Source: an optimization exercise on an open RTL-to-GDS flow (aim: small area, a short achievable clock period and few clock cycles). Production flows keep margins and buffers that such runs may drop. Only simulation tests tie the RTL to the original design; equivalence was not proved. Power is estimated from default activity; no workload was simulated.

==> design/flow/design.v <==
module nasa_fa (
    input  wire       clk,
    input  wire       rst,
    input  wire       in_valid,
    input  wire [7:0] in_data,
    output wire       in_ready,
    output reg        pl_valid,
    output reg  [7:0] pl_data,
    output reg        pl_last,
    output reg        pl_empty
);
    localparam [7:0] STX = 8'h32;
    localparam [7:0] ETX = 8'h34;
    localparam [1:0] S_SRCH = 2'd0, S_L1 = 2'd1, S_L2 = 2'd2, S_BODY = 2'd3;
    localparam [1:0] E_IDLE = 2'd0, E_H1 = 2'd1, E_H2 = 2'd2, E_PAY = 2'd3;
    function [3:0] bcls(input [7:0] b);
        bcls = {(b >= 8'd4) && (b <= 8'd126), b == ETX, b == 8'd0, b == STX};
    endfunction
    function [15:0] crc_step(input [15:0] c_in, input [7:0] b);
        integer i;
        reg [15:0] c;
        begin
            c = c_in ^ {b, 8'h00};
            for (i = 0; i < 8; i = i + 1)
                c = c[15] ? ({c[14:0], 1'b0} ^ 16'h1021) : {c[14:0], 1'b0};
            crc_step = c;
        end
    endfunction
    reg  [1023:0] ring;
    reg  [3:0]    f0, f127;             
    wire [7:0]    r0   = ring[7:0];
    wire [7:0]    r31  = ring[255:248];
    wire [7:0]    r63  = ring[511:504];
    wire [7:0]    r95  = ring[767:760];
    wire [7:0]    r126 = ring[1015:1008];
    wire [7:0]    r127 = ring[1023:1016];
    reg           in_ready_q;
    wire          ins = in_valid && in_ready_q;
    always @(posedge clk) begin
        ring <= {ring[1015:0], ins ? in_data : r127};
        f127 <= bcls(r126);
        f0   <= ins ? bcls(in_data) : f127;
    end
    assign in_ready = in_ready_q;
    reg  [6:0]  ph;         
    reg  [6:0]  tail;       
    reg         uany;       
    reg  [6:0]  sp;         
    reg  [6:0]  d;          
    reg         d0, d127;   
    reg  [1:0]  st;
    reg  [6:0]  cs;         
    reg         hi_ok;      
    reg  [6:0]  rem;        
    reg         last_q;     
    reg  [15:0] crc;
    reg         crcz;       
    reg         nv_v;       
    reg  [6:0]  nv;         
    reg         b1_stx, b1_zero, b2_stx;    
    reg  [6:0]  fq0, fq1, fq2, fq3;
    reg  [1:0]  fwp, frp;
    reg  [3:0]  focc;       
    reg  [1:0]  es;
    reg  [1:0]  etap;
    reg  [6:0]  ecnt;
    reg         ezero, eone;    
    wire        fne    = focc[0];
    wire        ffull  = focc[3];
    wire [7:0]  x      = d127 ? r0 : r127;
    wire [3:0]  xf     = d127 ? f0 : f127;
    wire        x_stx  = xf[0];
    wire        x_zero = xf[1];
    wire        x_etx  = xf[2];
    wire        x_len  = xf[3];
    wire        ok_frame = x_etx && crcz;
    wire        body_end = (st == S_BODY) && last_q;
    wire        stall  = ffull && body_end && ok_frame;
    wire        sc_go  = uany && (d0 || d127) && !stall;
    wire        nv_now   = b2_stx && b1_zero && x_len;
    wire        do_push  = sc_go && body_end && ok_frame;
    wire        jump     = sc_go && body_end && !ok_frame && (nv_v || nv_now);
    wire [6:0]  jtgt     = nv_v ? nv : sp - 7'd2;
    reg  [1:0]  st_n;
    reg  [1:0]  cs_sel;     
    always @* begin
        st_n   = st;
        cs_sel = 2'd0;
        if (sc_go) begin
            case (st)
                S_SRCH: if (x_stx) begin cs_sel = 2'd1; st_n = S_L1; end
                S_L1:   st_n = S_L2;
                S_L2: begin
                    if (hi_ok && x_len)  st_n = S_BODY;
                    else if (b1_stx)     begin cs_sel = 2'd2; st_n = S_L2; end
                    else if (x_stx)      begin cs_sel = 2'd1; st_n = S_L1; end
                    else                 st_n = S_SRCH;
                end
                S_BODY: begin
                    if (!last_q)                         st_n = S_BODY;
                    else if (ok_frame || nv_v || nv_now) st_n = S_SRCH;
                    else if (b1_stx)     begin cs_sel = 2'd2; st_n = S_L2; end
                    else if (x_stx)      begin cs_sel = 2'd1; st_n = S_L1; end
                    else                 st_n = S_SRCH;
                end
            endcase
        end
    end
    wire        rebase = ins && !uany;
    wire [6:0]  ph_n   = ph + 7'd1;
    wire        uany_n = jump || ins || (uany && !(sc_go && sp == tail));
    reg  [7:0]  etb;
    always @* begin
        case (etap)
            2'd0:    etb = r31;
            2'd1:    etb = r63;
            2'd2:    etb = r95;
            default: etb = r127;
        endcase
    end
    reg  [6:0]  front;
    always @* begin
        case (frp)
            2'd0:    front = fq0;
            2'd1:    front = fq1;
            2'd2:    front = fq2;
            default: front = fq3;
        endcase
    end
    wire        e_start = (es == E_IDLE) && fne && (front[4:0] == ph[4:0]);
    wire        e_pop   = (es == E_PAY) && (ezero || eone);
    wire        cand    = (st != S_SRCH);
    wire        empty   = !cand && !uany && !fne;
    wire        jump_mb = (st == S_BODY) && last_q && (nv_v || b2_stx);
    wire        nfne_n  = !focc[0] || (!focc[1] && e_pop);
    wire        blk_n   = nfne_n && ((cand && cs == ph_n) ||
                                     (uany && (d0 || d == 7'd1 || jump_mb) && r126 == STX));
    wire        in_ready_n = (empty || ins || ph == tail) && !blk_n;
    always @(posedge clk) begin
        if (rst) begin
            ph         <= 7'd0;
            uany       <= 1'b0;
            st         <= S_SRCH;
            focc       <= 4'd0;
            fwp        <= 2'd0;
            frp        <= 2'd0;
            es         <= E_IDLE;
            in_ready_q <= 1'b1;
            pl_valid   <= 1'b0;
            pl_last    <= 1'b0;
            pl_empty   <= 1'b0;
        end else begin
            ph         <= ph_n;
            uany       <= uany_n;
            st         <= st_n;
            in_ready_q <= in_ready_n;
            if (do_push && !e_pop)      focc <= {focc[2:0], 1'b1};
            else if (e_pop && !do_push) focc <= {1'b0, focc[3:1]};
            if (do_push) fwp <= fwp + 2'd1;
            if (e_pop)   frp <= frp + 2'd1;
            pl_valid <= (es == E_PAY);
            pl_last  <= (es == E_PAY) && (ezero || eone);
            pl_empty <= (es == E_PAY) && ezero;
            case (es)
                E_IDLE:  if (e_start) es <= E_H1;
                E_H1:    es <= E_H2;
                E_H2:    es <= E_PAY;
                default: if (ezero || eone) es <= E_IDLE;
            endcase
        end
    end
    always @(posedge clk) begin
        if (ins) tail <= ph;
        if (jump) begin
            sp   <= jtgt;
            d    <= jtgt - ph_n;
            d0   <= nv_v ? (nv == ph_n) : (d == 7'd3);
            d127 <= nv_v ? (nv == ph)   : (d == 7'd2);
        end else if (sc_go) begin
            sp   <= sp + 7'd1;
        end else if (rebase) begin
            sp   <= ph;
            d    <= 7'd127;
            d0   <= 1'b0;
            d127 <= 1'b1;
        end else begin
            d    <= d - 7'd1;
            d0   <= (d == 7'd1);
            d127 <= d0;
        end
        case (cs_sel)
            2'd1: cs <= sp;
            2'd2: cs <= sp - 7'd1;
            default: ;
        endcase
        if (sc_go) begin
            b2_stx  <= b1_stx;
            b1_stx  <= x_stx;
            b1_zero <= x_zero;
            if (st == S_L1 || (cs_sel == 2'd2)) hi_ok <= x_zero;
            if (st == S_L2) begin
                rem    <= x[6:0] - 7'd1;
                last_q <= 1'b0;
                crc    <= 16'd0;
                crcz   <= 1'b1;
                nv_v   <= 1'b0;
            end
            if (st == S_BODY) begin
                if (nv_now && !nv_v) begin
                    nv_v <= 1'b1;
                    nv   <= sp - 7'd2;
                end
                crc    <= crc_step(crc, x);
                crcz   <= (crc_step(crc, x) == 16'd0);
                rem    <= rem - 7'd1;
                last_q <= (rem == 7'd2);
            end
        end
        if (do_push) begin
            case (fwp)
                2'd0:    fq0 <= cs;
                2'd1:    fq1 <= cs;
                2'd2:    fq2 <= cs;
                default: fq3 <= cs;
            endcase
        end
        case (es)
            E_IDLE: etap <= ~(front[6:5] - ph[6:5]);
            E_H2: begin
                ecnt  <= etb[6:0] - 7'd4;
                ezero <= (etb == 8'd4);
                eone  <= (etb == 8'd5);
            end
            E_PAY: begin
                ecnt  <= ecnt - 7'd1;
                eone  <= (ecnt == 7'd2);
            end
            default: ;
        endcase
        if (es == E_PAY) pl_data <= etb;
    end
endmodule
==> design/flow/run.sh <==
#!/bin/bash
# synth_recipe.tcl (not shown) runs the flow's synth.tcl, then flattens the netlist and writes it again
# the make line also repeats each setting of config.mk as NAME=value (left out here)
make -C /OpenROAD-flow-scripts/flow DESIGN_CONFIG=/design/flow/config.mk WORK_HOME=/design/flow/orfs CLKGATE_MAP_FILE= SYNTH_SCRIPT=/design/flow/synth_recipe.tcl finish
==> design/flow/config.mk <==
export PLATFORM = sky130hd
export DESIGN_NAME = nasa_fa
export DESIGN_NICKNAME = nasa_fa
export VERILOG_FILES = /design/flow/design.v
export SDC_FILE = /design/flow/constraint.sdc
export NUM_CORES = 4
export LEC_CHECK = 0
export ABC_CLOCK_PERIOD_IN_PS = 3000
export CAP_MARGIN = 20
export CORE_MARGIN = 2
export CORE_UTILIZATION = 40
export SETUP_SLACK_MARGIN = 5
export SLEW_MARGIN = 20
==> design/flow/constraint.sdc <==
create_clock -name core_clock -period 10.0 [get_ports {clk}]
set_input_delay 2.0000 -clock core_clock [delete_from_list [all_inputs] [get_ports {clk}]]
set_output_delay 2.0000 -clock core_clock [all_outputs]
set_load 0.01 [all_outputs]
==> results of run 1 <==
-- area by class of cell --
cell class	instances	area [sq um]
inverters	34	128
well taps	950	1190
repair buffers	24	235
multi-input cells	513	3840
clock inverters	55	617
flip-flops and latches	1170	24600
fillers	5972	37700
clock buffers	137	2980
-- logic make-up after synthesis --
kind of cell,Yosys count,share of synthesized area
XOR/XNOR,106,0.0339
multiplexers,42,0.0199
AND/OR/NAND/NOR,221,0.0384
adder cells (fa/ha/maj),38,0.0168
buffers and inverters,67,0.0104
flip-flops,1170,0.856
AO/OA/AOI/OAI,106,0.0243
-- how the worst min path moves through the flow --
stage	slack [ps]	endpoint	cells past startpoint
floorplan	310	ring[1000]	0
global placement	310	ring[211]	0
detailed placement	310	ring[470]	0
CTS	310	ring[970]	0
global route	320	ring[57]	0
finish	320	ring[137]	0
-- worst max-delay path: cells and delay by family --
family          cells  cell delay, ps
buf+inv             2             810
simple gates        2             970
compound gates      2             360
-- power breakdown --
part,total (uW),internal (uW),switching (uW),leakage [uW]
Combinational,181,80.8,100,0.00165
Clock,4040,2370,1670,0.00180
Sequential,4910,4850,61.5,0.00965
-- cell usage in the layout (no fill, tap or decap), drive strengths merged, types with 15 or more instances in the layout --
master	instances
xnor2	58
inv	49
clkbuf	137
xor2	48
clkinv	29
mux2	15
edfxtp	114
clkdlybuf4s50	22
nor2	70
a21oi	29
dfxtp	1056
nand2	43
mux2i	19
o21ai	33
nor3	22
nand3	17
ha	37
-- metrics by stage --
stage | hold WS (ps) | std cells | power [uW]
CTS | 310 | 2883 | 9250
finish | 317 | 2883 | 9140
global placement | 310 | 2691 | 5190
detailed placement | 312 | 2691 | 5200
floorplan | 310 | 1750 | 5140
global route | 316 | 2883 | 9470
-- routing by layer --
metal	vias to the layer above	global-route usage	part of all wire
li1	5988	-	-
met5	-	0	0
met1	5805	0.167	0.53
met4	0	0.0432	0.025
met3	86	0.0282	0.038
met2	189	0.159	0.41
==> qor_table.md, run 1 <==
| Quantity | Value | Unit |
| --- | --- | --- |
| Netlist area before placement | 0.0287 | sq mm |
| CP Data Arrival Time | 4150 | ps |
| Highest achievable clock rate | 0.276 | GHz |
| Reg2reg setup slack | 6710 | ps |
| Share of synthesized area occupied by flip-flops and latches | 0.856 | - |
| Kind of capture point of the worst setup path | register | - |
| Synth Net Count | 1799 | - |
| Number of DRC markers in iteration 0 | 670 | - |
| Cts bufs inserted | 103 | - |
| Buffers from clock root to sink, at most | 3 | - |
| Tmin final | 3630 | ps |
| Least-Margin Pin Slew | 995 | ps |
| Top area cells in the synthesized netlist | dfxtp_1 74%, edfxtp_1 12%, xnor2_1 1.6%, ha_1 1.6%, xor2_1 1.4% | - |
| Die outline width | 272 | microns |
| Top cells by count, synth | 1056 x dfxtp_1, 114 x edfxtp_1, 69 x nor2_1 | - |
| Start-to-end type of the worst setup path | input pin to register | - |
| Ordered list of cells on the worst path | clkdlybuf4s50_1 > nand2_1 > inv_1 > nor3_1 > a31oi_1 > a211o_1 | - |
| Min-delay worst type | register to register | - |
| Post-CTS Setup Inserts | 0 | - |
| Cell with the largest stage delay on the worst path | nand2_1 | - |
| First-pass GRT wire length | 66100 | microns |
| Largest registers | ring: 1024 flops, crc: 16 flops, pl_data: 8 flops | - |
| CTS Root Buffer Type | clkbuf_16 | - |
| Area delta synth->final | 16.9 | % |
| Portion of synthesized cell area occupied by the leading cell type | 0.737 | - |
| Count of flip-flops with a built-in enable after synthesis | 114 | - |
| Clock input transition at the sequential cells of the worst setup and hold paths | 60 | ps |
| Via count | 12068 | - |
| ANT nets after route | 0 | - |
| Worst Setup SP | in_valid | - |
| Average cell area after synthesis | 16.4 | sq um |
| Share of the cycle needed by the critical path after routing | 0.363 | - |
| Effective utilization at floorplan | 0.403 | - |
| Flip-flop and latch count after synthesis | 1170 | - |
| Min setup slack post-route | 6370 | ps |
| Wire per inst | 14.2 | microns |
| Total Die Area | 0.0739 | sq mm |
| Clock latency (worst-skew pair) | 640 | ps |
| Most flop-heavy register | ring | - |
| Max-capacitance violation count | 0 | - |
| Count of synthesis-stage warnings from yosys | 1 | - |
| Die Y | 272 | microns |
| Htree depth | 3 | - |
| Largest fanout of any net on the critical path | 19 | - |
| Power density normalized to cell area | 272 | mW/mm^2 |
| Max stage delay on crit path | 620 | ps |
| Setup TNS Final | 0 | ps |
| Most instantiated flip-flop cell in the synthesis netlist | dfxtp_1 | - |
| Core utilization of the finished layout | 0.471 | - |
| DP HPWL | 24300 | microns |
| FP Rows | 98 | - |
| Number of instances in the synthesized netlist | 1750 | - |
| DR DRC count | 0 | - |
| Pin count of the biggest net entering global routing | 29 | - |
| Vias in the first global route | 12133 | - |
| Placed cell area | 0.0300 | sq mm |
| Async set-or-reset flop fraction in the synthesized netlist | 0 | - |
| Unrepaired setup endpoints after global routing | no | - |
| Total wire length | 40900 | microns |
| Fraction of final layout cells with drive strength greater than 1 | 0.116 | - |
| Cell with the most instances after synthesis | dfxtp_1 | - |
| Worst slack, placed | 5730 | ps |
| Yosys top cell by area | dfxtp_1 | - |
| IO buf count | 22 | - |
| Num ports | 23 | - |
| TritonCTS clock tree | built | - |
| Non-Filler Cell Area, Final | 0.0335 | sq mm |
| Core area | 0.0712 | sq mm |
| Unique cell type count in the Yosys netlist | 72 | - |
| # setup viols final | 0 | - |
| Global placer's final weighted congestion | 0.765 | - |
| Count of final hold-check violations | 0 | - |
| Beginning of the worst hold path | ring[129] | - |
| Final-report max-slew violation count | 0 | - |
| Critical path endpoint | in_ready_q | - |
| Hold bufs inserted after CTS | 0 | - |
| Headroom to the max-slew limit | 0.335 | - |
| Reg-to-reg endpoint | focc[1] | - |
| Congestion Overflow GR | 0 | - |
| Number of clock sinks | 1170 | - |
| Largest vdd supply drop | 170 | uV |
| Total track usage | 0.113 | - |
| Antenna diode count | 0 | - |
| 1st-pass router iterations | 5 | - |
| Worst Clk Skew | 20.2 | ps |
| Startpoint type of the worst setup path | input pin | - |
| Flip-flop count of the largest register after layout | 1024 | - |
| Reg2Reg Depth | 11 | - |
| P_leak | 0.0131 | uW |
| Via-per-instance ratio | 4.19 | - |
| # nets final | 1895 | - |
| Run status | finished clean | - |
| Data required time of the worst path | 10520 | ps |
| Reg2Reg Launch Point | d127 | - |
| Resized Gates After CTS | 0 | - |
| Initial antenna violation count | 1 | - |
Testbench counts, summed over its fixed seeds: cycles 18,671.
==> inputs of run 2 (changes only) <==
--- a/design/flow/config.mk
+++ b/design/flow/config.mk
@@ -9,5 +9,8 @@
 export CAP_MARGIN = 20
 export CORE_MARGIN = 2
 export CORE_UTILIZATION = 40
+export CTS_BUF_LIST = sky130_fd_sc_hd__clkbuf_8
+export CTS_CLUSTER_DIAMETER = 60
+export CTS_CLUSTER_SIZE = 18
 export SETUP_SLACK_MARGIN = 5
 export SLEW_MARGIN = 20
==> run 2 against run 1 <==
  * Clock power down 47%
  * Critical path type is now register to primary output
  * Register-to-register slack worse by 20 ps
  * Critical path depth down 5
  * Worst setup slack better by 21 ps
  * Hold slack worse by 19 ps
  * Total power down 21%
  * Critical endpoint is now in_ready
  * Via count down 2.7%
  * Area after synthesis unchanged
==> qor_table.md, run 2 <==
| Quantity | Value | Unit | Change |
| --- | --- | --- | --- |
| Buffers from clock root to sink, at most | 3 | - | unchanged |
| # nets final | 1870 | - | -1.3% |
| Number of instances in the synthesized netlist | 1750 | - | unchanged |
| Worst Clk Skew | 45.3 | ps | +25.1 ps |
| Cts bufs inserted | 78 | - | -24% |
| Congestion Overflow GR | 0 | - | unchanged |
| Count of flip-flops with a built-in enable after synthesis | 114 | - | unchanged |
| Max-capacitance violation count | 0 | - | unchanged |
| Reg2Reg Launch Point | d127 | - |  |
| Cell with the largest stage delay on the worst path | clkdlybuf4s50_1 | - |  |
| Flip-flop count of the largest register after layout | 1024 | - | unchanged |
| Ordered list of cells on the worst path | clkdlybuf4s50_1 | - |  |
| CP Data Arrival Time | 1610 | ps | -2540 ps |
| Startpoint type of the worst setup path | register | - |  |
| Power density normalized to cell area | 231 | mW/mm^2 | -15% |
| Top cells by count, synth | 1056 x dfxtp_1, 114 x edfxtp_1, 69 x nor2_1 | - |  |
| Via count | 11748 | - | -2.7% |
| Setup TNS Final | 0 | ps | unchanged |
| ANT nets after route | 0 | - | unchanged |
| DR DRC count | 0 | - | unchanged |
| Total track usage | 0.109 | - | -0.00403 |
| Min-delay worst type | register to register | - |  |
| FP Rows | 98 | - | unchanged |
| Resized Gates After CTS | 0 | - | unchanged |
| Largest vdd supply drop | 119 | uV | -30% |
| Combined buffer and inverter count along the critical path | 1 | - | -1 |
| Max stage delay on crit path | 560 | ps | -60 ps |
| Worst slack, placed | 5730 | ps | unchanged |
| Async set-or-reset flop fraction in the synthesized netlist | 0 | - | unchanged |
| Hold bufs inserted after CTS | 0 | - | unchanged |
| Number of clock sinks | 1170 | - | unchanged |
| Reg2reg setup slack | 6690 | ps | -20 ps |
| Top area cells in the synthesized netlist | dfxtp_1 74%, edfxtp_1 12%, xnor2_1 1.6%, ha_1 1.6%, xor2_1 1.4% | - |  |
| Yosys top cell by area | dfxtp_1 | - |  |
| Flip-flop and latch count after synthesis | 1170 | - | unchanged |
| 1st-pass router iterations | 5 | - | unchanged |
| Tmin final | 3610 | ps | -21.1 ps |
| Largest registers | ring: 1024 flops, crc: 16 flops, pl_data: 8 flops | - |  |
| IO buf count | 22 | - | unchanged |
| Global placer's final weighted congestion | 0.765 | - | unchanged |
| Wire per inst | 14.0 | microns | -0.96% |
| Post-CTS Setup Inserts | 0 | - | unchanged |
| End point of the worst hold path | ring[38] | - |  |
| Headroom to the max-slew limit | 0.335 | - | about the same |
| Start-to-end type of the worst setup path | register to primary output | - |  |
| Num ports | 23 | - | unchanged |
| Count of final hold-check violations | 0 | - | unchanged |
| Via-per-instance ratio | 4.19 | - | about the same |
| Largest fanout of any net on the critical path | 2 | - | -17 |
| Clock input transition at the sequential cells of the worst setup and hold paths | 100 | ps | +40 ps |
| Pin count of the biggest net entering global routing | 29 | - | unchanged |
| Most flop-heavy register | ring | - |  |
| Post-route worst hold slack | 299 | ps | -18.7 ps |
| Core area | 0.0712 | sq mm | unchanged |
| Worst hold path stage count | 0 | - | unchanged |
| P_leak | 0.0120 | uW | -8.1% |
| Unrepaired setup endpoints after global routing | no | - |  |
| Total Die Area | 0.0739 | sq mm | unchanged |
| Kind of capture point of the worst setup path | primary output | - |  |
| Clock latency (worst-skew pair) | 690 | ps | +50 ps |
| Total wire length | 39400 | microns | -3.6% |
| Initial antenna violation count | 2 | - | +1 |
| DP HPWL | 24300 | microns | unchanged |
| Area delta synth->final | 9.00 | % |  |
| Fill cell count | 6190 | - | +3.7% |
| Data required time of the worst path | 8000 | ps | -2520 ps |
| Die Y | 272 | microns | unchanged |
| Least-Margin Pin Slew | 994 | ps | -0.485 ps |
| Beginning of the worst hold path | ring[30] | - |  |
| First-pass GRT wire length | 63800 | microns | -3.5% |
| Htree depth | 3 | - | unchanged |
| Placed cell count | 2691 | - | unchanged |
| Reg-to-reg endpoint | focc[1] | - |  |
| Most frequent standard cell in the layout excluding fill and tap cells | dfxtp_1 | - |  |
| Fraction of final layout cells with drive strength greater than 1 | 0.0761 | - | -0.0403 |
| Highest achievable clock rate | 0.277 | GHz | +0.58% |
| Share of synthesized area occupied by flip-flops and latches | 0.856 | - | unchanged |
| Unique cell type count in the Yosys netlist | 72 | - | unchanged |
| Min setup slack post-route | 6390 | ps | +21.1 ps |
| TritonCTS clock tree | built | - |  |
| Final-report max-slew violation count | 0 | - | unchanged |
| Number of DRC markers in iteration 0 | 612 | - | -8.7% |
| Reg2Reg Depth | 11 | - | unchanged |
| Synth Net Count | 1799 | - | unchanged |
| CTS Root Buffer Type | clkbuf_8 | - |  |
| # setup viols final | 0 | - | unchanged |
| Average cell area after synthesis | 16.4 | sq um | unchanged |
| Count of synthesis-stage warnings from yosys | 1 | - | unchanged |
| Share of the cycle needed by the critical path after routing | 0.361 | - | -0.00211 |
| Cell with the most instances after synthesis | dfxtp_1 | - |  |
| Portion of synthesized cell area occupied by the leading cell type | 0.737 | - | unchanged |
| Netlist area before placement | 0.0287 | sq mm | unchanged |
| Most frequent cells in the layout | 1056 x dfxtp_1, 114 x edfxtp_1, 80 x clkbuf_8 | - |  |
| Most instantiated flip-flop cell in the synthesis netlist | dfxtp_1 | - |  |
| Final std cells w/o fill | 2805 | - | -2.7% |
| Critical path's top delay family | buffers and inverters | - |  |
| Run status | finished clean | - |  |
| Vias in the first global route | 11633 | - | -4.1% |
| Die outline width | 272 | microns | unchanged |
| Effective utilization at floorplan | 0.403 | - | unchanged |
| Core utilization of the finished layout | 0.439 | - | -0.0319 |
[run 2: cell types whose count changed in the layout (fill, tap and decap cells not counted), moves of 4 or more]
cell,before,now
clkbuf_8,21,80
inv_4,8,0
clkinv_1,4,0
bufinv_16,10,1
inv_1,32,50
clkbuf_16,106,0
clkbuf_1,10,0
clkinv_2,20,1
[run 2: final cells by class]
type / count / area, sq um / share of cell area
Timing Repair Buffer: 24 / 235 / 0.00752
Inverter: 34 / 128 / 0.00408
Multi-Input combinational cell: 513 / 3840 / 0.123
Tap cell: 950 / 1190 / 0.0380
Antenna cell: 2 / 5.00 / 0.000160
Sequential cell: 1170 / 24600 / 0.786
Clock buffer: 80 / 1100 / 0.0352
Clock inverter: 32 / 214 / 0.00684
[run 2: stage by stage]
stage	power (uW)	area, sq um
4_1_cts	7320	31300
3_5_place_dp	5200	30000
3_3_place_gp	5190	30000
2_1_floorplan	5140	28700
6_report	7220	31300
5_1_grt	7530	31300
[run 2: per-layer routing]
metal,global-route usage,part of all wire,vias to the layer above
li1,-,-,5855
met1,0.166,0.54,5632
met2,0.150,0.40,189
met3,0.0256,0.040,72
met4,0.0398,0.024,0
met5,0,0,-
[run 2: worst max path at each step]
stage / cells past startpoint / startpoint / endpoint
2_1_floorplan: 13 / d127 / cs[6]
3_3_place_gp: 6 / in_valid / in_ready_q
3_5_place_dp: 6 / in_valid / in_ready_q
4_1_cts: 1 / pl_data[4] / pl_data[4]
5_1_grt: 1 / in_ready_q / in_ready
6_report: 1 / in_ready_q / in_ready
[run 2: report_power, final]
| group | switching (uW) | internal, uW | total [uW] |
|---|---|---|---|
| Clock | 1350 | 783 | 2130 |
| Combinational | 100 | 80.8 | 181 |
| Sequential | 60.7 | 4850 | 4910 |
[run 2: kinds of logic after synthesis]
| group | share of synthesized area |
|---|---|
| and+or+nand+nor | 0.0384 |
| xor gates and xnor gates | 0.0339 |
| buffers and inverters | 0.0104 |
| AOI/OAI and AO/OA | 0.0243 |
| muxes | 0.0199 |
| adders and majority gates | 0.0168 |
| DFF | 0.856 |
==> inputs of run 3 (changes only) <==
==> design/flow/flow/run.sh (new file) <==
#!/bin/bash
# Own flow: the standard layout (standard.sh), unchanged synthesis, with
# two changes for the later steps: the port buffers are buf_4 cells instead
# of the smallest buffer, and timing repair aims at a larger setup margin.
set -euo pipefail
bash standard.sh synth > synth.log 2>&1
export SETUP_SLACK_MARGIN=7
export BUFFER_PORTS_ARGS="-buffer_cell sky130_fd_sc_hd__buf_4"
bash standard.sh > layout.log 2>&1
==> design/flow/standard.sh (new file) <==
#!/bin/bash
# synth_recipe.tcl (not shown) runs the flow's synth.tcl, then flattens the netlist and writes it again
# the make line also repeats each setting of config.mk as NAME=value (left out here)
make -C /OpenROAD-flow-scripts/flow DESIGN_CONFIG=/design/flow/config.mk WORK_HOME=/design/flow/orfs CLKGATE_MAP_FILE= SYNTH_SCRIPT=/design/flow/synth_recipe.tcl "${@:-finish}"
--- a/design/flow/config.mk
+++ b/design/flow/config.mk
@@ -12,5 +12,4 @@
 export CTS_BUF_LIST = sky130_fd_sc_hd__clkbuf_8
 export CTS_CLUSTER_DIAMETER = 60
 export CTS_CLUSTER_SIZE = 18
-export SETUP_SLACK_MARGIN = 5
 export SLEW_MARGIN = 20
removed: design/flow/run.sh
==> run 3 against run 2 <==
  * Still clean on timing, DRC and antenna
  * Critical endpoint is now pl_data[1]
  * Core utilization grew 0.21 points
  * Critical path depth is the same
  * Largest cell class unchanged
  * Register-to-register slack gained 550 ps
  * Sequential power is essentially flat
  * Clock-buffer cell count shrank 1
  * Clock power is essentially flat
  * Via count grew 1.2%
  * First-iteration DRC count grew 4.9%
  * Fmax grew 8.9%
  * Cell area grew 0.48%
  * Die area is the same
==> qor_table.md, run 3 <==
| Quantity | Value | Unit | Change |
| --- | --- | --- | --- |
| Run status | finished clean | - |  |
| Max stage delay on crit path | 460 | ps | -100 ps |
| Least-Margin Pin Slew | 995 | ps | +0.394 ps |
| Via-per-instance ratio | 4.22 | - | +0.70% |
| Number of clock sinks | 1170 | - | unchanged |
| Htree depth | 3 | - | unchanged |
| Total track usage | 0.111 | - | +0.00184 |
| Highest achievable clock rate | 0.302 | GHz | +8.9% |
| CP Data Arrival Time | 1310 | ps | -300 ps |
| Ordered list of cells on the worst path | buf_6 | - |  |
| IO buf count | 22 | - | unchanged |
| Combined buffer and inverter count along the critical path | 1 | - | unchanged |
| DP HPWL | 24500 | microns | +0.83% |
| Most frequent standard cell in the layout excluding fill and tap cells | dfxtp_1 | - |  |
| Async set-or-reset flop fraction in the synthesized netlist | 0 | - | unchanged |
| Share of synthesized area occupied by flip-flops and latches | 0.856 | - | unchanged |
| Core area | 0.0712 | sq mm | unchanged |
| Tmin final | 3310 | ps | -294 ps |
| Min setup slack post-route | 6690 | ps | +294 ps |
| Share of the cycle needed by the critical path after routing | 0.331 | - | -0.0294 |
| Min-delay worst type | register to register | - |  |
| Portion of synthesized cell area occupied by the leading cell type | 0.737 | - | unchanged |
| Largest fanout of any net on the critical path | 1 | - | -1 |
| Core utilization of the finished layout | 0.441 | - | +0.00213 |
| Flip-flop and latch count after synthesis | 1170 | - | unchanged |
| Top cells by count, synth | 1056 x dfxtp_1, 114 x edfxtp_1, 69 x nor2_1 | - |  |
| Pin count of the biggest net entering global routing | 29 | - | unchanged |
| First-pass GRT wire length | 64900 | microns | +1.6% |
| Cell with the most instances after synthesis | dfxtp_1 | - |  |
| Final std cells w/o fill | 2818 | - | +0.46% |
| Wire per inst | 14.3 | microns | +1.9% |
| Cts bufs inserted | 79 | - | +1.3% |
| Hold bufs inserted after CTS | 0 | - | unchanged |
| Worst slack, placed | 6340 | ps | +608 ps |
| Congestion Overflow GR | 0 | - | unchanged |
| Kind of capture point of the worst setup path | primary output | - |  |
| Setup TNS Final | 0 | ps | unchanged |
| Power density normalized to cell area | 230 | mW/mm^2 | -0.45% |
| Data required time of the worst path | 8000 | ps | about the same |
| Critical path's top delay family | flip-flops | - |  |
| # nets final | 1887 | - | +0.91% |
| Startpoint type of the worst setup path | register | - |  |
| Total Die Area | 0.0739 | sq mm | unchanged |
| CTS Root Buffer Type | clkbuf_8 | - |  |
| FP Rows | 98 | - | unchanged |
| Initial antenna violation count | 1 | - | -1 |
| Number of instances in the synthesized netlist | 1750 | - | unchanged |
| Clock input transition at the sequential cells of the worst setup and hold paths | 100 | ps | about the same |
| Largest registers | ring: 1024 flops, crc: 16 flops, pl_data: 8 flops | - |  |
| Flip-flop count of the largest register after layout | 1024 | - | unchanged |
| Count of flip-flops with a built-in enable after synthesis | 114 | - | unchanged |
| Average cell area after synthesis | 16.4 | sq um | unchanged |
| Start-to-end type of the worst setup path | register to primary output | - |  |
| Die outline width | 272 | microns | unchanged |
| Final-report max-slew violation count | 0 | - | unchanged |
| Placed cell count | 2689 | - | -0.074% |
| Largest vdd supply drop | 113 | uV | -4.8% |
| TritonCTS clock tree | built | - |  |
| Clock latency (worst-skew pair) | 710 | ps | +20 ps |
| 1st-pass router iterations | 6 | - | +1 |
| Most flop-heavy register | ring | - |  |
| Top area cells in the synthesized netlist | dfxtp_1 74%, edfxtp_1 12%, xnor2_1 1.6%, ha_1 1.6%, xor2_1 1.4% | - |  |
| Overall power consumption | 7220 | uW | about the same |
| ANT nets after route | 0 | - | unchanged |
| Most instantiated flip-flop cell in the synthesis netlist | dfxtp_1 | - |  |
| Worst Clk Skew | 31.7 | ps | -13.7 ps |
| Most frequent cells in the layout | 1051 x dfxtp_1, 114 x edfxtp_1, 79 x clkbuf_8 | - |  |
| Fill cell count | 6227 | - | +0.60% |
| Vias in the first global route | 11982 | - | +3.0% |
| # setup viols final | 0 | - | unchanged |
| Fraction of final layout cells with drive strength greater than 1 | 0.105 | - | +0.0289 |
| Unique cell type count in the Yosys netlist | 72 | - | unchanged |
| Number of DRC markers in iteration 0 | 642 | - | +4.9% |
| Effective utilization at floorplan | 0.403 | - | unchanged |
| Count of synthesis-stage warnings from yosys | 1 | - | unchanged |
| Num ports | 23 | - | unchanged |
| Die Y | 272 | microns | unchanged |
| Total wire length | 40300 | microns | +2.4% |
| Netlist area before placement | 0.0287 | sq mm | unchanged |
| Synth Net Count | 1799 | - | unchanged |
| Cell with the largest stage delay on the worst path | edfxtp_1 | - |  |
| Via count | 11885 | - | +1.2% |
| Count of final hold-check violations | 0 | - | unchanged |
| Global placer's final weighted congestion | 0.798 | - | +4.3% |
| DR DRC count | 0 | - | unchanged |
| Headroom to the max-slew limit | 0.335 | - | about the same |
| Yosys top cell by area | dfxtp_1 | - |  |
| Buffers from clock root to sink, at most | 3 | - | unchanged |
| Unrepaired setup endpoints after global routing | yes | - |  |
| Max-capacitance violation count | 0 | - | unchanged |
| Area delta synth->final | 9.53 | % |  |
| P_leak | 0.0121 | uW | +0.70% |
-- run 3: through the flow --
| step | instance area [sq um] | hold slack, ps |
|---|---|---|
| final | 31400 | 311 |
| after CTS | 31300 | 314 |
| after floorplan | 28700 | 310 |
| after global placement | 29900 | 310 |
| after detailed placement | 29900 | 312 |
| after global routing | 31400 | 323 |
-- run 3: per-layer routing --
| layer | part of all wire | wire [microns] | vias up | track usage |
|---|---|---|---|---|
| met5 | 0 | 0 | - | 0 |
| met4 | 0.026 | 1040 | 0 | 0.0424 |
| met3 | 0.044 | 1770 | 91 | 0.0267 |
| met2 | 0.40 | 16300 | 221 | 0.155 |
| met1 | 0.53 | 21300 | 5678 | 0.165 |
| li1 | - | - | 5895 | - |
-- run 3: logic make-up (layout without fill, tap and decap cells) --
group	count (synthesis)	after routing	synth area share
AOI/OAI and AO/OA	106	106	0.0243
xor gates and xnor gates	106	106	0.0339
adders and majority gates	38	38	0.0168
buffers and inverters	67	182	0.0104
DFF	1170	1170	0.856
muxes	42	42	0.0199
other	0	2	0
and+or+nand+nor	221	222	0.0384
-- run 3: cell type report --
type / count / area [sq um] / share of cell area
flip-flops and latches: 1170 / 24600 / 0.782
multi-input cells: 514 / 3890 / 0.124
well taps: 950 / 1190 / 0.0378
clock buffers: 79 / 1090 / 0.0346
repair buffers: 39 / 338 / 0.0108
clock inverters: 30 / 218 / 0.00693
inverters: 34 / 128 / 0.00406
diodes: 2 / 5.00 / 0.000159
-- run 3: final timing paths --
check,slack [ps],to,cells after the start,startpoint
worst max register to register,7240,d[6],9,sp[2]
worst min register to register,310,ring[969],0,ring[961]
worst min-delay path,310,ring[969],0,ring[961]
worst max-delay path,6690,pl_data[1],1,pl_data[1]
-- run 3: repair_timing --
item	in CTS	in global routing
buffers inserted	6	11
setup endpoints to repair	71	32
gates resized for setup	16	11
cloned	1	0
pin swaps	1	2
-- run 3: report_power, final --
| group | switching [uW] | internal (uW) | leakage (uW) |
|---|---|---|---|
| logic | 113 | 90.7 | 0.00175 |
| registers | 51.2 | 4850 | 0.00966 |
| clock network | 1360 | 758 | 0.000712 |
==> inputs of run 4 (changes only) <==
--- a/design/flow/design.v
+++ b/design/flow/design.v
@@ -56,7 +56,6 @@
     reg  [15:0] crc;
     reg         crcz;       
     reg         nv_v;       
-    reg  [6:0]  nv;         
     reg         b1_stx, b1_zero, b2_stx;    
     reg  [6:0]  fq0, fq1, fq2, fq3;
     reg  [1:0]  fwp, frp;
@@ -80,7 +79,7 @@
     wire        nv_now   = b2_stx && b1_zero && x_len;
     wire        do_push  = sc_go && body_end && ok_frame;
     wire        jump     = sc_go && body_end && !ok_frame && (nv_v || nv_now);
-    wire [6:0]  jtgt     = nv_v ? nv : sp - 7'd2;
+    wire [6:0]  jtgt     = nv_v ? cs + 7'd1 : sp - 7'd2;
     reg  [1:0]  st_n;
     reg  [1:0]  cs_sel;     
     always @* begin
@@ -174,8 +173,8 @@
         if (jump) begin
             sp   <= jtgt;
             d    <= jtgt - ph_n;
-            d0   <= nv_v ? (nv == ph_n) : (d == 7'd3);
-            d127 <= nv_v ? (nv == ph)   : (d == 7'd2);
+            d0   <= nv_v ? (cs == ph)        : (d == 7'd3);
+            d127 <= nv_v ? (cs == ph - 7'd1) : (d == 7'd2);
         end else if (sc_go) begin
             sp   <= sp + 7'd1;
         end else if (rebase) begin
@@ -206,10 +205,7 @@
                 nv_v   <= 1'b0;
             end
             if (st == S_BODY) begin
-                if (nv_now && !nv_v) begin
-                    nv_v <= 1'b1;
-                    nv   <= sp - 7'd2;
-                end
+                if (nv_now) nv_v <= 1'b1;
                 crc    <= crc_step(crc, x);
                 crcz   <= (crc_step(crc, x) == 16'd0);
                 rem    <= rem - 7'd1;
@@ -237,6 +233,6 @@
             end
             default: ;
         endcase
-        if (es == E_PAY) pl_data <= etb;
+        pl_data <= etb;
     end
 endmodule
==> run 4 against run 3 <==
  * Critical path depth unchanged
  * Fmax increased by 4.7%
  * Core utilization rose by 0.33 points
  * Clock-buffer cell count up 2
  * Worst setup slack improved by 150 ps
  * Area after synthesis down 0.54%
  * Highest routed layer is now met5
  * Hold slack worse by 17 ps
  * Register-to-register slack got worse by 30 ps
  * Flip-flop and latch count decreased by 7
  * Still clean on timing, DRC and antenna
  * Cell area decreased by 0.62%
  * Total power down 0.15%
  * Global-route usage decreased by 0.12 points
==> qor_table.md, run 4 <==
| Quantity | Value | Unit | Change |
| --- | --- | --- | --- |
| Via count | 12062 | - | +1.5% |
| Start-to-end type of the worst setup path | register to primary output | - |  |
| Unrepaired setup endpoints after global routing | yes | - |  |
| Number of clock sinks | 1163 | - | -0.60% |
| Least-Margin Pin Slew | 894 | ps | -101 ps |
| Area delta synth->final | 9.44 | % | about the same |
| Pin count of the biggest net entering global routing | 29 | - | unchanged |
| Run status | finished clean | - |  |
| Effective utilization at floorplan | 0.406 | - | +0.00335 |
| Top area cells in the synthesized netlist | dfxtp_1 75%, edfxtp_1 10%, xnor2_1 2.0%, ha_1 1.7%, xor2_1 1.2% | - |  |
| Cell with the most instances after synthesis | dfxtp_1 | - |  |
| ANT nets after route | 0 | - | unchanged |
| Max stage delay on crit path | 370 | ps | -90 ps |
| Total wire length | 39500 | microns | -2.2% |
| Int Power | 5700 | uW | about the same |
| Average cell area after synthesis | 16.0 | sq um | -2.4% |
| Min-delay worst type | register to register | - |  |
| Flip-flop count of the largest register after layout | 1024 | - | unchanged |
| Combined buffer and inverter count along the critical path | 1 | - | unchanged |
| Vias in the first global route | 12401 | - | +3.5% |
| Most frequent standard cell in the layout excluding fill and tap cells | dfxtp_1 | - |  |
| Count of synthesis-stage warnings from yosys | 1 | - | unchanged |
| Most instantiated flip-flop cell in the synthesis netlist | dfxtp_1 | - |  |
| Largest registers | ring: 1024 flops, crc: 16 flops, pl_data: 8 flops | - |  |
| Cell with the largest stage delay on the worst path | dfxtp_4 | - |  |
| Max-capacitance violation count | 0 | - | unchanged |
| Placed cell count | 2707 | - | +0.67% |
| Global placer's final weighted congestion | 0.808 | - | +1.2% |
| Placed cell area | 0.0297 | sq mm | -0.63% |
| Count of flip-flops with a built-in enable after synthesis | 99 | - | -13% |
| Netlist area before placement | 0.0285 | sq mm | -0.54% |
| Count of final hold-check violations | 0 | - | unchanged |
| Yosys top cell by area | dfxtp_1 | - |  |
| Clock latency (worst-skew pair) | 690 | ps | -20 ps |
| Hold bufs inserted after CTS | 0 | - | unchanged |
| Power density normalized to cell area | 231 | mW/mm^2 | +0.48% |
| Critical path's top delay family | flip-flops | - |  |
| Most flop-heavy register | ring | - |  |
| Sw frac | 0.210 | - | -0.00114 |
| Worst slack, placed | 6230 | ps | -106 ps |
| Flip-flop and latch count after synthesis | 1163 | - | -0.60% |
| 1st-pass router iterations | 5 | - | -1 |
| Most frequent cells in the layout | 1050 x dfxtp_1, 99 x edfxtp_1, 81 x clkbuf_8 | - |  |
| Sequential cell fraction of total power | 0.675 | - | -0.003 |
| Startpoint type of the worst setup path | register | - |  |
| Via-per-instance ratio | 4.27 | - | +1.2% |
| Min setup slack post-route | 6830 | ps | +148 ps |
| Synth Net Count | 1834 | - | +1.9% |
| Post-route worst hold slack | 295 | ps | -16.6 ps |
| Async set-or-reset flop fraction in the synthesized netlist | 0 | - | unchanged |
| Headroom to the max-slew limit | 0.403 | - | +0.0674 |
| Ordered list of cells on the worst path | buf_6 | - |  |
| Combinational group share of total power | 0.028 | - | about the same |
| Largest vdd supply drop | 109 | uV | -3.9% |
| Share of the cycle needed by the critical path after routing | 0.317 | - | -0.0148 |
| Number of instances in the synthesized netlist | 1783 | - | +1.9% |
| # setup viols final | 0 | - | unchanged |
| Worst Clk Skew | 40.3 | ps | +8.58 ps |
| Kind of capture point of the worst setup path | primary output | - |  |
| Unique cell type count in the Yosys netlist | 64 | - | -11% |
| Total track usage | 0.110 | - | -0.00116 |
| Fraction of final layout cells with drive strength greater than 1 | 0.0993 | - | -0.00578 |
| Clock input transition at the sequential cells of the worst setup and hold paths | 100 | ps | about the same |
| Power dissipated by switching net loads | 1510 | uW | -0.69% |
| Htree depth | 3 | - | unchanged |
| Die outline width | 271 | microns | -0.27% |
| Buffers from clock root to sink, at most | 3 | - | unchanged |
| Top cells by count, synth | 1064 x dfxtp_1, 99 x edfxtp_1, 80 x nor2_1 | - |  |
| DR DRC count | 0 | - | unchanged |
| First-pass GRT wire length | 64400 | microns | -0.77% |
| Final std cells w/o fill | 2826 | - | +0.28% |
| Cts bufs inserted | 78 | - | -1.3% |
| P_leak | 0.0121 | uW | -0.27% |
| Non-Filler Cell Area, Final | 0.0312 | sq mm | -0.62% |
| Congestion Overflow GR | 0 | - | unchanged |
| CP Data Arrival Time | 1170 | ps | -140 ps |
| Initial antenna violation count | 3 | - | +2 |
| Final-report max-slew violation count | 0 | - | unchanged |
| Num ports | 23 | - | unchanged |
| Share of synthesized area occupied by flip-flops and latches | 0.851 | - | -0.00552 |
| CTS Root Buffer Type | clkbuf_8 | - |  |
| Core area | 0.0703 | sq mm | -1.4% |
| Tmin final | 3170 | ps | -148 ps |
| Largest fanout of any net on the critical path | 1 | - | unchanged |
| # nets final | 1910 | - | +1.2% |
| DP HPWL | 24100 | microns | -1.6% |
| Setup TNS Final | 0 | ps | unchanged |
| Number of DRC markers in iteration 0 | 734 | - | +14% |
| Data required time of the worst path | 8000 | ps | about the same |
| Wire per inst | 14.0 | microns | -2.4% |
| Die Y | 271 | microns | -0.27% |
| IO buf count | 22 | - | unchanged |
| FP Rows | 97 | - | -1.0% |
| Highest achievable clock rate | 0.316 | GHz | +4.7% |
| Portion of synthesized cell area occupied by the leading cell type | 0.747 | - | +0.00962 |
| Proportion of power drawn by the clock network | 0.297 | - | +0.004 |
| Total Die Area | 0.0735 | sq mm | -0.53% |
| TritonCTS clock tree | built | - |  |
==> run 4: cell families after synthesis <==
| group | after synthesis | synth area share |
|---|---|---|
| AO/OA/AOI/OAI | 114 | 0.0245 |
| XOR/XNOR | 110 | 0.0352 |
| buffers and inverters | 70 | 0.0107 |
| flip-flops | 1163 | 0.851 |
| multiplexers | 37 | 0.0175 |
| AND/OR/NAND/NOR | 249 | 0.0435 |
| adder cells (fa/ha/maj) | 40 | 0.0178 |
==> run 4: per-layer routing <==
layer / vias to the layer above / wire length [microns] / global-route usage
met5: - / 13 / 0
met4: 2 / 972 / 0.0435
met3: 81 / 2020 / 0.0280
met2: 241 / 16500 / 0.161
met1: 5769 / 19900 / 0.155
li1: 5969 / - / -
==> run 4: worst paths after layout <==
path	from	slack (ps)	endpoint	cells after the start
min	ring[133]	290	ring[141]	0
min reg2reg	ring[133]	290	ring[141]	0
max reg2reg	d127	7210	focc[2]	11
max	pl_data[2]	6830	pl_data[2]	1
==> run 4: final cells by class <==
type | instances | area [sq um]
inverters | 31 | 116
clock inverters | 24 | 211
fillers | 6155 | 39000
repair buffers | 35 | 308
clock buffers | 81 | 1110
well taps | 940 | 1180
multi-input cells | 550 | 4000
flip-flops and latches | 1163 | 24300
diodes | 2 | 5.00
==> run 4: per-stage QoR <==
stage / util / power [uW]
5_1_grt: 0.444 / 7520
2_1_floorplan: - / 5110
3_3_place_gp: 0.423 / 5160
3_5_place_dp: 0.423 / 5170
6_report: 0.444 / 7210
4_1_cts: 0.443 / 7310
==> run 4: power groups by stage <==
stage	clock (uW)	combinational [uW]	sequential, uW
5_1_grt	2410	227	4880
3_3_place_gp	0	182	4980
4_1_cts	2240	199	4870
3_5_place_dp	0	188	4980
2_1_floorplan	0	162	4940
6_report	2140	204	4870
==> run 4: repair_timing <==
item,in CTS,in global routing
gates resized for setup,28,10
endpoints found under the setup margin,55,37
buffers inserted,5,7
pin swaps,0,0
Testbench counts of run 4, summed over its fixed seeds: cycles 18,671.
==> inputs of run 5 (changes only) <==
--- a/design/flow/design.v
+++ b/design/flow/design.v
@@ -45,7 +45,6 @@
     reg  [6:0]  ph;         
     reg  [6:0]  tail;       
     reg         uany;       
-    reg  [6:0]  sp;         
     reg  [6:0]  d;          
     reg         d0, d127;   
     reg  [1:0]  st;
@@ -79,7 +78,9 @@
     wire        nv_now   = b2_stx && b1_zero && x_len;
     wire        do_push  = sc_go && body_end && ok_frame;
     wire        jump     = sc_go && body_end && !ok_frame && (nv_v || nv_now);
-    wire [6:0]  jtgt     = nv_v ? cs + 7'd1 : sp - 7'd2;
+    wire [6:0]  phm1     = ph - 7'd1;
+    wire [6:0]  sp       = d127 ? phm1 : ph;
+    wire [6:0]  dj       = nv_v ? cs - ph : d - 7'd3;
     reg  [1:0]  st_n;
     reg  [1:0]  cs_sel;     
     always @* begin
@@ -107,7 +108,9 @@
     end
     wire        rebase = ins && !uany;
     wire [6:0]  ph_n   = ph + 7'd1;
-    wire        uany_n = jump || ins || (uany && !(sc_go && sp == tail));
+    wire        ph_tail = (ph == tail);
+    wire        sp_tail = d127 ? (phm1 == tail) : ph_tail;
+    wire        uany_n  = jump || ins || (uany && !(sc_go && sp_tail));
     reg  [7:0]  etb;
     always @* begin
         case (etap)
@@ -134,7 +137,7 @@
     wire        nfne_n  = !focc[0] || (!focc[1] && e_pop);
     wire        blk_n   = nfne_n && ((cand && cs == ph_n) ||
                                      (uany && (d0 || d == 7'd1 || jump_mb) && r126 == STX));
-    wire        in_ready_n = (empty || ins || ph == tail) && !blk_n;
+    wire        in_ready_n = (empty || ins || ph_tail) && !blk_n;
     always @(posedge clk) begin
         if (rst) begin
             ph         <= 7'd0;
@@ -171,14 +174,11 @@
     always @(posedge clk) begin
         if (ins) tail <= ph;
         if (jump) begin
-            sp   <= jtgt;
-            d    <= jtgt - ph_n;
-            d0   <= nv_v ? (cs == ph)        : (d == 7'd3);
-            d127 <= nv_v ? (cs == ph - 7'd1) : (d == 7'd2);
+            d    <= dj;
+            d0   <= (dj == 7'd0);
+            d127 <= (dj == 7'd127);
         end else if (sc_go) begin
-            sp   <= sp + 7'd1;
         end else if (rebase) begin
-            sp   <= ph;
             d    <= 7'd127;
             d0   <= 1'b0;
             d127 <= 1'b1;
==> run 5 against run 4 <==
  * Wire length is 3.7% lower
  * Clock power is 3% lower
  * Non-clock buffer count is 12 lower
  * Highest routed layer is now met4
  * Core utilization is 0.46 points lower
  * Cell count is 2.5% lower
  * Flip-flop and latch count is 7 lower
  * Still clean
  * Critical path depth stayed put
  * Sequential share of layout area is 0.80 points higher
  * Combinational power is 2% lower
==> qor_table.md, run 5 <==
| Quantity | Value | Unit | Change |
| --- | --- | --- | --- |
| Initial antenna violation count | 1 | - | -2 |
| Vias in the first global route | 11526 | - | -7.1% |
| Reg2reg setup slack | 6990 | ps | -220 ps |
| Post-CTS Setup Inserts | 0 | - | -5 |
| First-pass GRT wire length | 61400 | microns | -4.7% |
| DR DRC count | 0 | - | unchanged |
| Reg2Reg Depth | 11 | - | unchanged |
| Antenna diode count | 0 | - | -2 |
| Buffers from clock root to sink, at most | 3 | - | unchanged |
| Share of synthesized area occupied by flip-flops and latches | 0.858 | - | +0.00757 |
| Largest registers | ring: 1024 flops, crc: 16 flops, pl_data: 8 flops | - |  |
| Hold bufs inserted after CTS | 0 | - | unchanged |
| Largest vdd supply drop | 116 | uV | +7.0% |
| Final-report max-slew violation count | 0 | - | unchanged |
| Congestion Overflow GR | 0 | - | unchanged |
| CP Data Arrival Time | 1190 | ps | +20 ps |
| Unique cell type count in the Yosys netlist | 73 | - | +14% |
| Beginning of the worst hold path | ring[121] | - |  |
| Die Y | 269 | microns | -0.86% |
| 1st-pass router iterations | 5 | - | unchanged |
| Via count | 11597 | - | -3.9% |
| Synth Net Count | 1758 | - | -4.1% |
| Count of synthesis-stage warnings from yosys | 1 | - | unchanged |
| FP Rows | 97 | - | unchanged |
| Power density normalized to cell area | 232 | mW/mm^2 | +0.60% |
| Simple-gate share of the synthesized area | 0.0418 | - | -0.00177 |
| # nets final | 1835 | - | -3.9% |
| Cell with the most instances after synthesis | dfxtp_1 | - |  |
| Min-delay worst type | register to register | - |  |
| Area delta synth->final | 9.27 | % |  |
| Die outline width | 269 | microns | -0.86% |
| Total wire length | 38000 | microns | -3.7% |
| Max-capacitance violation count | 0 | - | unchanged |
| Yosys top cell by area | dfxtp_1 | - |  |
| Total Die Area | 0.0722 | sq mm | -1.7% |
| Placed cell area | 0.0293 | sq mm | -1.5% |
| Global placer's final weighted congestion | 0.828 | - | +2.5% |
| Effective utilization at floorplan | 0.402 | - | -0.00359 |
| Most frequent cells in the layout | 1051 x dfxtp_1, 92 x edfxtp_1, 80 x clkbuf_8 | - |  |
| TritonCTS clock tree | built | - |  |
| Top area cells in the synthesized netlist | dfxtp_1 76%, edfxtp_1 9.9%, xnor2_1 1.6%, ha_1 1.4%, xor2_1 1.0% | - |  |
| Highest achievable clock rate | 0.313 | GHz | -0.91% |
| CTS Root Buffer Type | clkbuf_8 | - |  |
| Dominant combinational cell family by area after synthesis | simple AND/OR/NAND/NOR gates | - |  |
| Post-synthesis mux area share | 0.0193 | - | +0.00178 |
| Number of instances in the synthesized netlist | 1714 | - | -3.9% |
| Run status | finished clean | - |  |
| Most instantiated flip-flop cell in the synthesis netlist | dfxtp_1 | - |  |
| Setup TNS Final | 0 | ps | unchanged |
| Clock latency (worst-skew pair) | 680 | ps | about the same |
| Count of flip-flops with a built-in enable after synthesis | 92 | - | -7.1% |
| Least-Margin Pin Slew | 873 | ps | -20.6 ps |
| XOR/XNOR share of the synthesized area | 0.0303 | - | -0.00491 |
| Via-per-instance ratio | 4.21 | - | -1.3% |
| Netlist area before placement | 0.0280 | sq mm | -1.7% |
| Unrepaired setup endpoints after global routing | yes | - |  |
| Pin count of the biggest net entering global routing | 29 | - | unchanged |
| Fraction of final layout cells with drive strength greater than 1 | 0.0992 | - | about the same |
| Htree depth | 3 | - | unchanged |
| Headroom to the max-slew limit | 0.416 | - | +0.0138 |
| Core area | 0.0697 | sq mm | -0.86% |
| End point of the worst hold path | ring[129] | - |  |
| Clock input transition at the sequential cells of the worst setup and hold paths | 120 | ps | +20 ps |
| Flip-flop and latch count after synthesis | 1156 | - | -0.60% |
| Max stage delay on crit path | 400 | ps | +30 ps |
| Number of DRC markers in iteration 0 | 565 | - | -23% |
| Ordered list of cells on the worst path | buf_6 | - |  |
| Average cell area after synthesis | 16.4 | sq um | +2.2% |
| Startpoint type of the worst setup path | register | - |  |
| Async set-or-reset flop fraction in the synthesized netlist | 0 | - | unchanged |
| Flip-flop count of the largest register after layout | 1024 | - | unchanged |
| # setup viols final | 0 | - | unchanged |
| Most flop-heavy register | ring | - |  |
| ANT nets after route | 0 | - | unchanged |
| Portion of synthesized cell area occupied by the leading cell type | 0.760 | - | +0.0132 |
| Non-Filler Cell Area, Final | 0.0306 | sq mm | -1.9% |
| DP HPWL | 22900 | microns | -4.9% |
| Cts bufs inserted | 77 | - | -1.3% |
| Synthesized-area fraction occupied by ao, oa, aoi and oai cells | 0.0271 | - | +0.00258 |
| Top cells by count, synth | 1064 x dfxtp_1, 92 x edfxtp_1, 76 x nor2_1 | - |  |
| Data required time of the worst path | 8000 | ps | about the same |
| Worst Clk Skew | 26.3 | ps | -14.0 ps |
| Largest fanout of any net on the critical path | 2 | - | +1 |
| Start-to-end type of the worst setup path | register to primary output | - |  |
| Combined buffer and inverter count along the critical path | 1 | - | unchanged |
| Wire per inst | 13.8 | microns | -1.2% |
| Share of the cycle needed by the critical path after routing | 0.319 | - | +0.00289 |
| IO buf count | 22 | - | unchanged |
| Worst hold path stage count | 0 | - | unchanged |
| Most frequent standard cell in the layout excluding fill and tap cells | dfxtp_1 | - |  |
| Count of final hold-check violations | 0 | - | unchanged |
| Num ports | 23 | - | unchanged |
| Arithmetic-cell share of the synthesized area counting full adders, half adders and majority gates | 0.0150 | - | -0.00281 |
| Critical path's top delay family | flip-flops | - |  |
| Reg-to-reg endpoint | cs[4] | - |  |
| Number of clock sinks | 1156 | - | -0.60% |
| Cell with the largest stage delay on the worst path | dfxtp_4 | - |  |
| Kind of capture point of the worst setup path | primary output | - |  |
| Reg2Reg Launch Point | d127 | - |  |
| P_leak | 0.0118 | uW | -2.5% |
| Tmin final | 3190 | ps | +28.9 ps |
| Total track usage | 0.108 | - | -0.00142 |
-- run 5: cell types whose count changed after synthesis, moves of 7 or more --
| cell | delta |
|---|---|
| nor3_1 | -12 |
| a31oi_1 | -7 |
| clkbuf_1 | -7 |
| a21oi_1 | -8 |
| edfxtp_1 | -7 |
| ha_1 | -7 |
| xnor2_1 | -15 |
| xor2_1 | -7 |
-- run 5: final cells by class --
type | count | area (sq um)
clock inverter | 22 | 178
tap | 940 | 1180
inverter | 27 | 101
sequential | 1156 | 24100
multi-input combinational | 506 | 3770
fill | 6148 | 39000
clock buffer | 80 | 1100
timing repair buffer | 23 | 230
-- run 5: worst max path at each step --
stage	start	cells after the start	end	slack [ps]
3_5_place_dp	in_valid	6	in_ready_q	6440
3_3_place_gp	in_valid	6	in_ready_q	6480
6_report	in_ready_q	1	in_ready	6810
5_1_grt	in_ready_q	1	in_ready	6740
2_1_floorplan	in_data[3]	3	f0[1]	6920
4_1_cts	in_ready_q	1	in_ready	6730
-- run 5: power breakdown --
group	leakage [uW]	internal, uW	total [uW]	switching [uW]
Clock	0.000680	754	2080	1330
Combinational	0.00157	91.3	200	109
Sequential	0.00954	4780	4830	55.3
-- run 5: metrics by stage --
stage | util | cells | hold WS (ps) | total power (uW) | setup WS (ps)
6_report | 0.440 | 2754 | 307 | 7120 | 6810
5_1_grt | 0.440 | 2754 | 309 | 7420 | 6740
4_1_cts | 0.439 | 2754 | 302 | 7220 | 6730
3_5_place_dp | 0.420 | 2652 | 312 | 5140 | 6440
3_3_place_gp | 0.420 | 2652 | 310 | 5130 | 6480
2_1_floorplan | - | 1714 | 310 | 5080 | 6920
-- run 5: cells by family (layout without fill, tap and decap cells) --
| group | count (synthesis) | in the layout |
|---|---|---|
| compound gates | 114 | 114 |
| xor+xnor | 91 | 91 |
| fa+ha+maj | 33 | 33 |
| buf+inv | 52 | 152 |
| flops | 1156 | 1156 |
| mux | 37 | 37 |
| simple gates | 231 | 231 |
-- run 5: routing by layer --
metal  part of all wire  routed length (microns)  GRT usage
met1               0.51                    19300      0.155
met2               0.42                    15800      0.156
met3              0.049                     1850     0.0255
met4              0.028                     1070     0.0486
met5                  0                        0          0
-- run 5: what timing repair did --
action | 4_1_cts | 5_1_grt
pin swaps | 0 | 0
hold endpoints to repair | 0 | 0
resized for setup | 25 | 10
setup endpoints to repair | 14 | 19
Testbench counts of run 5, summed over its fixed seeds: cycles 18,671.
==> inputs of run 6 (changes only) <==
--- a/design/flow/config.mk
+++ b/design/flow/config.mk
@@ -8,7 +8,7 @@
 export ABC_CLOCK_PERIOD_IN_PS = 3000
 export CAP_MARGIN = 20
 export CORE_MARGIN = 2
-export CORE_UTILIZATION = 40
+export CORE_UTILIZATION = 60
 export CTS_BUF_LIST = sky130_fd_sc_hd__clkbuf_8
 export CTS_CLUSTER_DIAMETER = 60
 export CTS_CLUSTER_SIZE = 18
==> run 6 against run 5 <==
  * Worst setup slack improved by 33 ps
  * Cell count decreased by 12%
  * Largest power group unchanged
  * Sequential share of layout area increased by 1.1 points
  * First-iteration DRC count unchanged
  * Highest routed layer unchanged
  * Core utilization increased by 21 points
  * Fmax increased by 1.0%
  * Wire length decreased by 3.8%
  * Flip-flop and latch count unchanged
==> qor_table.md, run 6 <==
| Quantity | Value | Unit | Change |
| --- | --- | --- | --- |
| Area taken by multi-input logic gates | 0.00377 | sq mm | about the same |
| Critical path's top delay family | flip-flops | - |  |
| Total Die Area | 0.0485 | sq mm | -33% |
| Met2 track demand over resource | 0.225 | - | +0.0683 |
| Netlist area before placement | 0.0280 | sq mm | unchanged |
| Number of instances in the synthesized netlist | 1714 | - | unchanged |
| Worst Setup SP | in_ready_q | - |  |
| Die outline width | 220 | microns | -18% |
| Flip-flop count of the largest register after layout | 1024 | - | unchanged |
| Arithmetic-cell share of the synthesized area counting full adders, half adders and majority gates | 0.0150 | - | unchanged |
| Global placer's final weighted congestion | 0.794 | - | -4.1% |
| Cell with the most instances after synthesis | dfxtp_1 | - |  |
| Core utilization of the finished layout | 0.651 | - | +0.212 |
| Min-delay worst type | register to register | - |  |
| Worst hold path stage count | 0 | - | unchanged |
| Yosys top cell by area | dfxtp_1 | - |  |
| Met3 track demand over resource in global routing | 0.0381 | - | +0.0126 |
| Unique cell type count in the Yosys netlist | 73 | - | unchanged |
| Kind of capture point of the worst setup path | primary output | - |  |
| Post-synthesis mux area share | 0.0193 | - | unchanged |
| Hold bufs inserted after CTS | 0 | - | unchanged |
| CP Data Arrival Time | 1160 | ps | -30 ps |
| Clock input transition at the sequential cells of the worst setup and hold paths | 110 | ps | about the same |
| FP Rows | 79 | - | -19% |
| Top cells by count, synth | 1064 x dfxtp_1, 92 x edfxtp_1, 76 x nor2_1 | - |  |
| Async set-or-reset flop fraction in the synthesized netlist | 0 | - | unchanged |
| Share of the cycle needed by the critical path after routing | 0.316 | - | -0.00325 |
| Run status | finished clean | - |  |
| Met1 capacity usage during global routing | 0.232 | - | +0.0774 |
| Number of DRC markers in iteration 0 | 565 | - | unchanged |
| Die Y | 220 | microns | -18% |
| CTS Root Buffer Type | clkbuf_8 | - |  |
| Wire per inst | 15.1 | microns | +9.4% |
| Combined buffer and inverter count along the critical path | 1 | - | unchanged |
| XOR/XNOR share of the synthesized area | 0.0303 | - | unchanged |
| Number of clock sinks | 1156 | - | unchanged |
| Count of flip-flops with a built-in enable after synthesis | 92 | - | unchanged |
| Fraction of final layout cells with drive strength greater than 1 | 0.0982 | - | -0.000994 |
| Data required time of the worst path | 8000 | ps | about the same |
| DP HPWL | 22200 | microns | -2.9% |
| Largest fanout of any net on the critical path | 2 | - | unchanged |
| Area delta synth->final | 7.72 | % |  |
| Total wire length | 36500 | microns | -3.8% |
| Highest achievable clock rate | 0.316 | GHz | +1.0% |
| Core area | 0.0464 | sq mm | -33% |
| Average cell area after synthesis | 16.4 | sq um | unchanged |
| Portion of synthesized cell area occupied by the leading cell type | 0.760 | - | unchanged |
| Count of synthesis-stage warnings from yosys | 1 | - | unchanged |
| Via count | 11437 | - | -1.4% |
| Most frequent cells in the layout | 1051 x dfxtp_1, 92 x edfxtp_1, 79 x clkbuf_8 | - |  |
| Synthesized-area fraction occupied by ao, oa, aoi and oai cells | 0.0271 | - | unchanged |
| Post-route worst hold slack | 314 | ps | +6.85 ps |
| Power density normalized to cell area | 234 | mW/mm^2 | +0.92% |
| First-pass GRT wire length | 58600 | microns | -4.5% |
| Startpoint type of the worst setup path | register | - |  |
| Clock latency (worst-skew pair) | 670 | ps | about the same |
| Max-capacitance violation count | 0 | - | unchanged |
| Num ports | 23 | - | unchanged |
| Reg2Reg Depth | 10 | - | -1 |
| Count of final hold-check violations | 0 | - | unchanged |
| Unrepaired setup endpoints after global routing | yes | - |  |
| Share of synthesized area occupied by flip-flops and latches | 0.858 | - | unchanged |
| Most flop-heavy register | ring | - |  |
| Htree depth | 3 | - | unchanged |
| Largest vdd supply drop | 177 | uV | +52% |
| Top area cells in the synthesized netlist | dfxtp_1 76%, edfxtp_1 9.9%, xnor2_1 1.6%, ha_1 1.4%, xor2_1 1.0% | - |  |
| Buffers from clock root to sink, at most | 3 | - | unchanged |
| Flip-flop and latch count after synthesis | 1156 | - | unchanged |
| Worst Clk Skew | 24.8 | ps | -1.42 ps |
| Cts bufs inserted | 76 | - | -1.3% |
| Start-to-end type of the worst setup path | register to primary output | - |  |
| Effective utilization at floorplan | 0.605 | - | +0.202 |
| Cell with the largest stage delay on the worst path | dfxtp_4 | - |  |
| ANT nets after route | 0 | - | unchanged |
| Most instantiated flip-flop cell in the synthesis netlist | dfxtp_1 | - |  |
| Reg2Reg Launch Point | d127 | - |  |
| Synth Net Count | 1758 | - | unchanged |
| Most frequent standard cell in the layout excluding fill and tap cells | dfxtp_1 | - |  |
| Most utilized layer in the global route result | met1 | - |  |
| Least-Margin Pin Slew | 848 | ps | -25.2 ps |
| TritonCTS clock tree | built | - |  |
| Path length in cells of the critical path | 1 | - | unchanged |
| 1st-pass router iterations | 5 | - | unchanged |
| Fill cell count | 3382 | - | -45% |
| Initial antenna violation count | 1 | - | unchanged |
| Vias in the first global route | 11256 | - | -2.3% |
| Final-report max-slew violation count | 0 | - | unchanged |
| Reg area | 0.0241 | sq mm | unchanged |
| DR DRC count | 0 | - | unchanged |
| Via-per-instance ratio | 4.73 | - | +12% |
| P_leak | 0.0118 | uW | about the same |
| Beginning of the worst hold path | ring[995] | - |  |
| Largest registers | ring: 1024 flops, crc: 16 flops, pl_data: 8 flops | - |  |
| IO buf count | 22 | - | unchanged |
| # setup viols final | 0 | - | unchanged |
| Congestion Overflow GR | 0 | - | unchanged |
| Simple-gate share of the synthesized area | 0.0418 | - | unchanged |
| Ordered list of cells on the worst path | buf_6 | - |  |
| Dominant combinational cell family by area after synthesis | simple AND/OR/NAND/NOR gates | - |  |
| # nets final | 1836 | - | +0.054% |
| Setup TNS Final | 0 | ps | unchanged |
| Tmin final | 3160 | ps | -32.5 ps |
| Pin count of the biggest net entering global routing | 29 | - | unchanged |
| Max stage delay on crit path | 380 | ps | -20 ps |
| Headroom to the max-slew limit | 0.433 | - | +0.0168 |
| Total track usage | 0.157 | - | +0.0486 |
==> run 6: cell counts after synthesis <==
No cell type changed its count.
==> run 6: area by class of cell <==
cell class / instances / area share
Sequential cell: 1156 / 0.797
Multi-Input combinational cell: 506 / 0.125
Clock buffer: 79 / 0.0360
Tap cell: 607 / 0.0251
Timing Repair Buffer: 25 / 0.00812
Clock inverter: 19 / 0.00497
Inverter: 27 / 0.00344
Antenna cell: 1 / 0.0000829
==> run 6: routing by layer <==
metal	part of all wire	wire length [microns]	vias up
met2	0.41	15000	163
met4	0.027	996	0
met5	0	0	-
met3	0.038	1410	78
li1	-	-	5756
met1	0.52	19100	5440
==> run 6: logic make-up (layout without fill, tap and decap cells) <==
kind of cell,after synthesis,after routing
XOR/XNOR,91,91
flip-flops,1156,1156
AO/OA/AOI/OAI,114,114
other,0,1
AND/OR/NAND/NOR,231,231
adder cells (fa/ha/maj),33,33
buffers and inverters,52,150
multiplexers,37,37
==> run 6: repair_timing <==
action,CTS,global route
gates cloned,0,0
setup buffers,0,1
resized for setup,27,10
endpoints found under the setup margin,21,17
pin swaps,0,1
==> run 6: worst paths after layout <==
path | end | slack [ps]
setup / recovery | in_ready | 6840
hold / removal | ring[1003] | 310
setup reg to reg | cs[4] | 7160
hold reg to reg | ring[1003] | 310
==> run 6: where the power goes <==
part	internal (uW)	switching, uW	leakage, uW
Sequential	4780	54.2	0.00954
Clock	762	1290	0.000667
Combinational	91.6	107	0.00158
Total	5630	1450	0.0118
==> run 6: metrics by stage <==
step                      instance area (sq um)  cells  power [uW]  setup WS, ps
after floorplan                           28000   1714        5080          6920
after global placement                    28900   2320        5130          6510
after detailed placement                  28900   2320        5130          6490
after CTS                                 30200   2418        7170          6760
after global routing                      30200   2420        7370          6760
final                                     30200   2420        7080          6840

-- what the ideal ports hide --
The results above use ideal ports. As a check the final layouts listed here were re-extracted and re-timed, cells and wires unchanged.
Step 1 assumes that a clkbuf_16 drives the clock port and a buf_2 every other input.
Step 2 adds t to the input delays and takes it off the output delays; t is the mean of the earliest and latest rising clock arrival at the registers after step 1. Input paths then give back, and output paths get back, about the clock's delay inside the block.
Three values: no drivers, after step 1, after step 2; two values: the first two.
| run | shift t [ns] | setup slack, ns | worst register clock-pin slew, ns |
|---|---|---|---|
| run 1 | 0.692 | 6.371 / 6.370 / 5.716 | 0.07 / 0.07 |
| run 2 | 0.726 | 6.392 / 6.331 / 5.710 | 0.11 / 0.11 |
| run 3 | 0.744 | 6.686 / 6.627 / 6.430 | 0.11 / 0.11 |
| run 4 | 0.732 | 6.834 / 6.779 / 6.567 | 0.11 / 0.11 |
| run 5 | 0.716 | 6.805 / 6.750 / 6.460 | 0.12 / 0.12 |
| run 6 | 0.713 | 6.838 / 6.784 / 6.546 | 0.11 / 0.11 |
After both steps every run listed still meets setup and hold. The setup slack of run 2, which loses most, moves by -0.061 ns with the drivers and by -0.682 ns with both steps.
